Context: an optimization exercise on an open-source flow, tuned for small area, a short achievable clock period and few clock cycles. The choices shown serve that exercise and are no tape-out recipe.
The RTL was checked by simulation tests, not by an equivalence proof against the original design.
No activity file was given, so power comes from the tool's default toggle rates.

--- flow/constraint.sdc ---
create_clock -name core_clock -period 10.0 [get_ports {clk}]
set_input_delay 2.0000 -clock core_clock [delete_from_list [all_inputs] [get_ports {clk}]]
set_output_delay 2.0000 -clock core_clock [all_outputs]
set_load 0.01 [all_outputs]
--- flow/run.sh ---
#!/bin/bash
# synth_recipe.tcl (not shown) runs the flow's synth.tcl, then flattens the netlist and writes it again
# the make line also repeats each setting of config.mk as NAME=value (left out here)
make -C /OpenROAD-flow-scripts/flow DESIGN_CONFIG=/design/flow/config.mk WORK_HOME=/design/flow/orfs CLKGATE_MAP_FILE= SYNTH_SCRIPT=/design/flow/synth_recipe.tcl finish
--- flow/design.v ---
module sha256_core (
    input  wire         clk,
    input  wire         rst,         
    input  wire         start,
    input  wire [13:0]  len,         
    output wire         ready,
    input  wire         in_valid,
    input  wire [31:0]  in_data,
    output wire         in_ready,
    output reg          done,
    output wire [255:0] digest
);
    reg [1:0]  ph;           
    reg        run, fin;     
    reg [5:0]  kt;           
    reg        cur_first;    
    reg        cur_last;     
    reg        nf;           
    reg [31:0] a, b, c, d, e, f, g, p;
    reg [31:0] w [0:15];
    reg [31:0] ra [0:3];     
    reg [31:0] re [0:3];     
    reg        busy;         
    reg        loading;      
    reg        pend;         
    reg        pend_first, pend_last;
    reg [13:0] mlen;
    reg [8:0]  blk, lastblk;
    reg        bfirst, blast;
    reg [12:0] hw_left;      
    reg        hw_nz, hw_one;
    reg [1:0]  rem;
    reg        p80;          
    reg [3:0]  j;            
    reg [3:0]  dsl;          
    reg [3:0]  sc;           
    integer i;
    reg [31:0] k_t;
    always @(*) begin
        case (kt)
            6'd0:  k_t = 32'h428a2f98; 6'd1:  k_t = 32'h71374491;
            6'd2:  k_t = 32'hb5c0fbcf; 6'd3:  k_t = 32'he9b5dba5;
            6'd4:  k_t = 32'h3956c25b; 6'd5:  k_t = 32'h59f111f1;
            6'd6:  k_t = 32'h923f82a4; 6'd7:  k_t = 32'hab1c5ed5;
            6'd8:  k_t = 32'hd807aa98; 6'd9:  k_t = 32'h12835b01;
            6'd10: k_t = 32'h243185be; 6'd11: k_t = 32'h550c7dc3;
            6'd12: k_t = 32'h72be5d74; 6'd13: k_t = 32'h80deb1fe;
            6'd14: k_t = 32'h9bdc06a7; 6'd15: k_t = 32'hc19bf174;
            6'd16: k_t = 32'he49b69c1; 6'd17: k_t = 32'hefbe4786;
            6'd18: k_t = 32'h0fc19dc6; 6'd19: k_t = 32'h240ca1cc;
            6'd20: k_t = 32'h2de92c6f; 6'd21: k_t = 32'h4a7484aa;
            6'd22: k_t = 32'h5cb0a9dc; 6'd23: k_t = 32'h76f988da;
            6'd24: k_t = 32'h983e5152; 6'd25: k_t = 32'ha831c66d;
            6'd26: k_t = 32'hb00327c8; 6'd27: k_t = 32'hbf597fc7;
            6'd28: k_t = 32'hc6e00bf3; 6'd29: k_t = 32'hd5a79147;
            6'd30: k_t = 32'h06ca6351; 6'd31: k_t = 32'h14292967;
            6'd32: k_t = 32'h27b70a85; 6'd33: k_t = 32'h2e1b2138;
            6'd34: k_t = 32'h4d2c6dfc; 6'd35: k_t = 32'h53380d13;
            6'd36: k_t = 32'h650a7354; 6'd37: k_t = 32'h766a0abb;
            6'd38: k_t = 32'h81c2c92e; 6'd39: k_t = 32'h92722c85;
            6'd40: k_t = 32'ha2bfe8a1; 6'd41: k_t = 32'ha81a664b;
            6'd42: k_t = 32'hc24b8b70; 6'd43: k_t = 32'hc76c51a3;
            6'd44: k_t = 32'hd192e819; 6'd45: k_t = 32'hd6990624;
            6'd46: k_t = 32'hf40e3585; 6'd47: k_t = 32'h106aa070;
            6'd48: k_t = 32'h19a4c116; 6'd49: k_t = 32'h1e376c08;
            6'd50: k_t = 32'h2748774c; 6'd51: k_t = 32'h34b0bcb5;
            6'd52: k_t = 32'h391c0cb3; 6'd53: k_t = 32'h4ed8aa4a;
            6'd54: k_t = 32'h5b9cca4f; 6'd55: k_t = 32'h682e6ff3;
            6'd56: k_t = 32'h748f82ee; 6'd57: k_t = 32'h78a5636f;
            6'd58: k_t = 32'h84c87814; 6'd59: k_t = 32'h8cc70208;
            6'd60: k_t = 32'h90befffa; 6'd61: k_t = 32'ha4506ceb;
            6'd62: k_t = 32'hbef9a3f7; default: k_t = 32'hc67178f2;
        endcase
    end
    reg [31:0] iva, ive, ive_n;
    always @(*) begin
        case (ph)
            2'd0: begin iva = 32'ha54ff53a; ive = 32'h5be0cd19; ive_n = 32'h1f83d9ab; end
            2'd1: begin iva = 32'h3c6ef372; ive = 32'h1f83d9ab; ive_n = 32'h9b05688c; end
            2'd2: begin iva = 32'hbb67ae85; ive = 32'h9b05688c; ive_n = 32'h510e527f; end
            default: begin iva = 32'h6a09e667; ive = 32'h510e527f; ive_n = 32'h5be0cd19; end
        endcase
    end
    wire acc      = start && !busy;
    wire aligned  = (dsl == 4'd0);
    wire load_wr  = loading && aligned && (!hw_nz || in_valid);
    wire blk_done = load_wr && (j == 4'd15);
    wire ld_ok    = !run || (kt == 6'd0) || (kt >= 6'd52);
    wire ld_go    = (ph == 2'd3) && (busy || acc) && !loading && !pend && ld_ok;
    assign ready    = !busy;
    assign in_ready = loading && aligned && hw_nz;
    wire part = hw_one && (rem != 2'd0);
    reg [31:0] pmask, pconst;
    always @(*) begin
        pmask  = 32'h00000000;
        pconst = 32'h00000000;
        if (hw_nz) begin
            if (part) begin
                case (rem)
                    2'd1:    begin pmask = 32'hff000000; pconst = 32'h00800000; end
                    2'd2:    begin pmask = 32'hffff0000; pconst = 32'h00008000; end
                    default: begin pmask = 32'hffffff00; pconst = 32'h00000080; end
                endcase
            end else begin
                pmask = 32'hffffffff;
            end
        end else if (!p80) begin
            pconst = 32'h80000000;
        end else if ((j == 4'd15) && blast) begin
            pconst = {15'd0, mlen, 3'b000};
        end
    end
    wire [31:0] pw = (in_data & pmask) | pconst;
    wire eng_can = (fin && (ph == 2'd3)) || (!run && !fin);
    wire go      = eng_can && (sc == 4'd15) && (pend || blk_done);
    wire fprep   = (run && (kt == 6'd0)) || (fin && (ph != 2'd3));
    wire [31:0] S1  = {e[5:0], e[31:6]} ^ {e[10:0], e[31:11]} ^ {e[24:0], e[31:25]};
    wire [31:0] ch  = (e & f) ^ (~e & g);
    wire [31:0] S0  = {a[1:0], a[31:2]} ^ {a[12:0], a[31:13]} ^ {a[21:0], a[31:22]};
    wire [31:0] maj = (a & b) ^ (a & c) ^ (b & c);
    wire [31:0] t1  = p + S1 + ch;
    wire [31:0] e_new = d + t1;
    wire [31:0] a_new = t1 + S0 + maj;
    wire [31:0] s0w   = {w[1][6:0], w[1][31:7]} ^ {w[1][17:0], w[1][31:18]} ^ (w[1] >> 3);
    wire [31:0] s1w   = {w[14][16:0], w[14][31:17]} ^ {w[14][18:0], w[14][31:19]} ^ (w[14] >> 10);
    wire [31:0] w_new = s1w + w[9] + s0w + w[0];
    wire [31:0] hsel_e = cur_first ? ive_n : re[1];
    wire [31:0] p_sum  = g + (fprep ? hsel_e : k_t) + (fprep ? 32'd0 : w[1]);
    wire [31:0] p_nxt  = (run || fin && (ph != 2'd3) || go) ? p_sum : g;
    wire [31:0] hsel_a = fin ? (cur_first ? iva : ra[0]) : 32'd0;
    wire [31:0] sum_a  = hsel_a + d;
    assign digest = {ra[3], ra[2], ra[1], ra[0], re[3], re[2], re[1], re[0]};
    always @(posedge clk) begin
        a <= run ? a_new : (nf ? iva : sum_a);
        e <= run ? e_new : (nf ? ive : p);
        b <= a; c <= b; d <= c;
        f <= e; g <= f;
        p <= p_nxt;
        for (i = 0; i < 15; i = i + 1)
            w[i] <= w[i+1];
        w[15] <= load_wr ? pw : (run ? w_new : w[0]);
        for (i = 0; i < 3; i = i + 1) begin
            ra[i] <= ra[i+1];
            re[i] <= re[i+1];
        end
        ra[3] <= fin ? sum_a : ra[0];
        re[3] <= fin ? p : re[0];
        if (acc) begin
            mlen    <= len;
            hw_left <= ({1'b0, len} + 15'd3) >> 2;
            hw_nz   <= (len != 14'd0);
            hw_one  <= (len != 14'd0) && (len <= 14'd4);
            rem     <= len[1:0];
            p80     <= 1'b0;
            blk     <= 9'd0;
            bfirst  <= 1'b1;
            lastblk <= ({1'b0, len} + 15'd8) >> 6;
            blast   <= (len < 14'd56);
        end else if (load_wr) begin
            if (hw_nz) begin
                hw_left <= hw_left - 13'd1;
                hw_nz   <= (hw_left != 13'd1);
                hw_one  <= (hw_left == 13'd2);
                if (part) p80 <= 1'b1;
            end else begin
                p80 <= 1'b1;
            end
            if (j == 4'd15) begin
                blk    <= blk + 9'd1;
                bfirst <= 1'b0;
                blast  <= ((blk + 9'd1) == lastblk);
            end
        end
        if (blk_done) begin
            pend_first <= bfirst;
            pend_last  <= blast;
        end
        if (ld_go) begin
            j   <= 4'd0;
            dsl <= 4'd0;
        end else if (loading) begin
            if (load_wr) j <= j + 4'd1;
            else         dsl <= dsl + 4'd1;
        end
        if (go) begin
            cur_first <= pend ? pend_first : bfirst;
            cur_last  <= pend ? pend_last  : blast;
        end
        if (rst) begin
            ph      <= 2'd0;
            sc      <= 4'd0;
            run     <= 1'b0;
            fin     <= 1'b0;
            kt      <= 6'd0;
            nf      <= 1'b1;
            done    <= 1'b0;
            busy    <= 1'b0;
            loading <= 1'b0;
            pend    <= 1'b0;
        end else begin
            ph   <= ph + 2'd1;
            sc   <= ld_go ? 4'd0 : sc + 4'd1;
            done <= fin && (ph == 2'd3) && cur_last;
            if (go) begin
                run <= 1'b1;
                fin <= 1'b0;
                kt  <= 6'd1;
            end else if (run) begin
                if (kt == 6'd0) begin
                    run <= 1'b0;
                    fin <= 1'b1;
                    nf  <= cur_last;
                end else begin
                    kt <= kt + 6'd1;
                end
            end else if (fin && (ph == 2'd3)) begin
                fin <= 1'b0;
            end
            if (acc)
                busy <= 1'b1;
            else if (blk_done && blast)
                busy <= 1'b0;
            if (ld_go)
                loading <= 1'b1;
            else if (blk_done)
                loading <= 1'b0;
            if (blk_done && !go)
                pend <= 1'b1;
            else if (go)
                pend <= 1'b0;
        end
    end
endmodule
--- flow/config.mk ---
export PLATFORM = sky130hd
export DESIGN_NAME = sha256_core
export DESIGN_NICKNAME = sha256_core
export VERILOG_FILES = /design/flow/design.v
export SDC_FILE = /design/flow/constraint.sdc
export NUM_CORES = 4
export LEC_CHECK = 0
export CAP_MARGIN = 20
export CORE_MARGIN = 2
export CORE_UTILIZATION = 40
export SLEW_MARGIN = 20
==> run summary <==
## per-layer routing
metal  vias up  share of wire, %
met1     16400                43
met3       291               5.4
met4         2               4.9
li1      16000                 -
met5         -            0.0085
met2      1105                47
## path summary, 6_finish.rpt
check	slack, ns	end	start
setup / recovery	2.90	a[30]	e[12]
setup reg to reg	2.90	a[30]	e[12]
hold / removal	0.31	re[1][30]	re[2][30]
hold reg to reg	0.31	re[1][30]	re[2][30]
## stage by stage
step                util [%]  instance area [µm²]
finish                  47.9                55500
CTS                     47.9                55500
global placement        44.3                51300
global route            47.9                55500
floorplan                  -                46600
detailed placement      44.3                51300
## layout by cell type, fill, tap and decap left out, drive strengths merged, types with 43 or more instances in the layout
master / n
dfxtp: 1062
nand2: 324
xnor2: 318
a21oi: 311
clkdlybuf4s50: 308
inv: 291
nor2: 264
o21ai: 235
ha: 220
fa: 160
clkbuf: 145
xor2: 140
a21o: 105
mux2: 66
nor3: 65
nand3: 61
mux2i: 51
a31oi: 46
edfxtp: 43
## where the power goes
part / total (µW) / internal (µW) / switching [µW]
logic: 6590 / 2760 / 3830
clock network: 4620 / 2720 / 1900
registers: 4940 / 4690 / 254
total: 16200 / 10200 / 5980
## worst max-delay path: cells and delay by family, from the launching register on
kind	cells	cell delay, ns
buffers and inverters	1	0.04
xor gates and xnor gates	4	0.79
adders and majority gates	5	2.01
AOI/OAI and AO/OA	16	3.66
DFF	1	0.45
## final cells by class
type                    count  area [µm²]  share of cell area, %
flip-flops and latches   1105       22600                   40.7
multi-input cells        2929       22400                   40.4
repair buffers            347        3380                   6.08
clock buffers             145        3180                   5.73
well taps                1524        1910                   3.44
inverters                 282        1060                   1.91
clock inverters            68        1010                   1.83
diodes                      1        2.50                0.00451
## logic make-up after synthesis
kind of cell	after synthesis	share of synthesized area [%]
AO/OA/AOI/OAI	1036	14.3
XOR/XNOR	459	8.65
adder cells (fa/ha/maj)	403	13.3
AND/OR/NAND/NOR	909	8.86
flip-flops	1105	48.4
buffers and inverters	448	3.62
multiplexers	122	2.93
==> key figures <==
Final layout
  – Largest register by flop count: w
  – Registers with the highest flip-flop counts: w (512), ra (128), re (128)
  – Fraction of final layout cells with drive strength greater than 1: roughly 7.5%
  – Fill cell total of the finished layout: between 10,000 and 15,000
  – Number of non-filler instances in the completed layout: roughly 6,400
  – Net count, final: ~5,200
  – Area delta synth->final: 19.1%
  – Max FFs per register: just over 500

Critical path
  – Kind of critical path: register to register
  – Crit path max-delay cell type: sky130_fd_sc_hd__o41ai_1
  – Crit-path most repeated cell: sky130_fd_sc_hd__a21oi_1
  – Logic depth of the worst register-to-register path: 26
  – Worst-path maximum fanout: 5
  – Endpoint class of the critical path: register
  – Worst endpoint required time: 10.58 ns
  – Kind of launch point of the worst setup path: register
  – CP peak stage delay: approximately 0.52 ns
  – WP data arrival: approximately 7.7 ns

Logic synthesis
  – Nets in the synthesized netlist: roughly 5,000
  – Post-Synthesis Cells: 4,482
  – Post-synthesis sequential element count: ~1,100
  – Fraction of the yosys area taken by sequential cells: about half
  – Commonest cells post-synth: 1,062 x sky130_fd_sc_hd__dfxtp_1, 324 x sky130_fd_sc_hd__nand2_1, 318 x sky130_fd_sc_hd__xnor2_1, 307 x sky130_fd_sc_hd__a21oi_1, 276 x sky130_fd_sc_hd__inv_1
  – Most frequent cell after synthesis: sky130_fd_sc_hd__dfxtp_1
  – Netlist cell types: 100
  – Post-synthesis instance area: approximately 47,000 µm²
  – Count of synthesis-stage warnings from yosys: 4
  – Top cells by area, synth: sky130_fd_sc_hd__dfxtp_1 46%, sky130_fd_sc_hd__fa_1 6.9%, sky130_fd_sc_hd__xnor2_1 6.0%
  – Most common flop cell mapped by yosys: sky130_fd_sc_hd__dfxtp_1
  – Area leader, netlist: sky130_fd_sc_hd__dfxtp_1
  – EDFF count, synth: 43
  – Synthesized area per cell: about 10 µm²
  – Portion of synthesized cell area occupied by the leading cell type: between 40% and 50%
  – Async set or reset register ratio after synthesis: 0%

Floorplan
  – Core region area: 116,000 µm²
  – Initial standard-cell utilization of the core: 40.2%
  – Die Width: about 350 µm
  – Die Area: 119,000 µm²
  – Standard-cell row count: roughly 130
  – Boundary pin count: slightly above 300
  – Die height: around 350 µm

STA
  – RSZ-0062 raised after global routing: false
  – Hold Violations, Final: 0
  – Final sum of negative setup slack: 0 ns
  – Final-report max-slew violation count: 0
  – Final period demand of the worst path: between 7 and 8 ns
  – Final Skew: 0.0634 ns
  – Final Worst Setup Slack: 2.90 ns
  – Final period utilization: around 71%
  – Upper clock frequency limit: around 0.14 GHz
  – Final number of setup-violating endpoints: 0
  – Hold_ws: around 0.3 ns
  – Max-slew headroom at the worst pin: between 20 and 25%
  – Measured slew at the worst slew-check pin: 1.15 ns

Clock network
  – Clock root buffer: sky130_fd_sc_hd__clkbuf_16
  – Clock slew at reported path FFs: 0.06 ns
  – Count of H-tree levels built during CTS: 3
  – CTS Buffer Depth: 3
  – TritonCTS sink count: 1,105
  – Hold buffers post-CTS: 0
  – Resized Gates After CTS: 0
  – Number of buffers added for setup after CTS: 0
  – Insertion delay to the later sink of the worst-skew pair: 0.74 ns
  – CTS Buf Count: ~110
  – TritonCTS clock tree: built

Run status
  – Run status: no timing/DRC/antenna violations

GRT
  – Wire length of the first global-routing pass: about 220 mm
  – Total GRT Usage: between 20% and 30%
  – Most heavily used metal layer in global routing: met2
  – Grt met1 use: 31.7%
  – Global-route congestion overflow total: 0
  – Met3 routing resource usage after global routing: between 3 and 4%
  – Antenna violations before repair: 8
  – Global routing met2 resource utilization: a little over two fifths
  – Vias in the first global route: approximately 33,000
  – Maximum number of pins on one net before global-route repair: slightly below 70

Routing
  – Mean number of vias per cell: ~5.3
  – Final WL: 153 mm
  – Routed WL per cell: about 24 µm
  – Via count of the routed design: approximately 34,000
  – Detail Route Antenna Nets: 0
  – Pre-Repair DR Iteration Count: 6
  – Number of remaining DRC errors: 0
  – Initial detailed-routing violation count: 2,415

Placement
  – Instance count after placement with tap cells included: 6,187
  – Hpwl dp: about 120 mm
  – Worst slack at placement: roughly 3.0 ns
  – Placer congestion estimate: a little under 1
  – Port Buffers: 308

Hold path
  – Worst hold path depth: 0
  – Class of the tightest hold or removal check: register to register

Power and ir drop
  – Leakage dissipation: between 0.02 and 0.025 µW
  – Overall power of the completed layout: ~16,000 µW
  – Largest vdd supply drop: approximately 180 µV
  – PwrDens: 291 nW/µm²

Job
  – Max-Cap Viols: 0
Testbench counts, summed over its fixed seeds: cycles 53,064.

-- port drivers added, routing unchanged --
No port has a modelled driver above. Below, the same layout with a new extraction and two added sets of constraints. Step 1 assumes that a clkbuf_16 drives the clock port and a buf_2 every other input. Step 2 times the ports against the registers' clock, not the clock port: input delays grow and output delays shrink by t, the midpoint of the rising clock arrivals with the driver on. Three values: no drivers, after step 1, after step 2; two values: the first two.
t, ns: 0.783
setup WS [ns]: 2.903 / 2.903 / 2.903
hold slack, ns: 0.308 / 0.308 / 0.308
After both steps this run still meets setup and hold. The setup slack of this run moves by 0.000 ns with the drivers and by 0.000 ns with both steps.
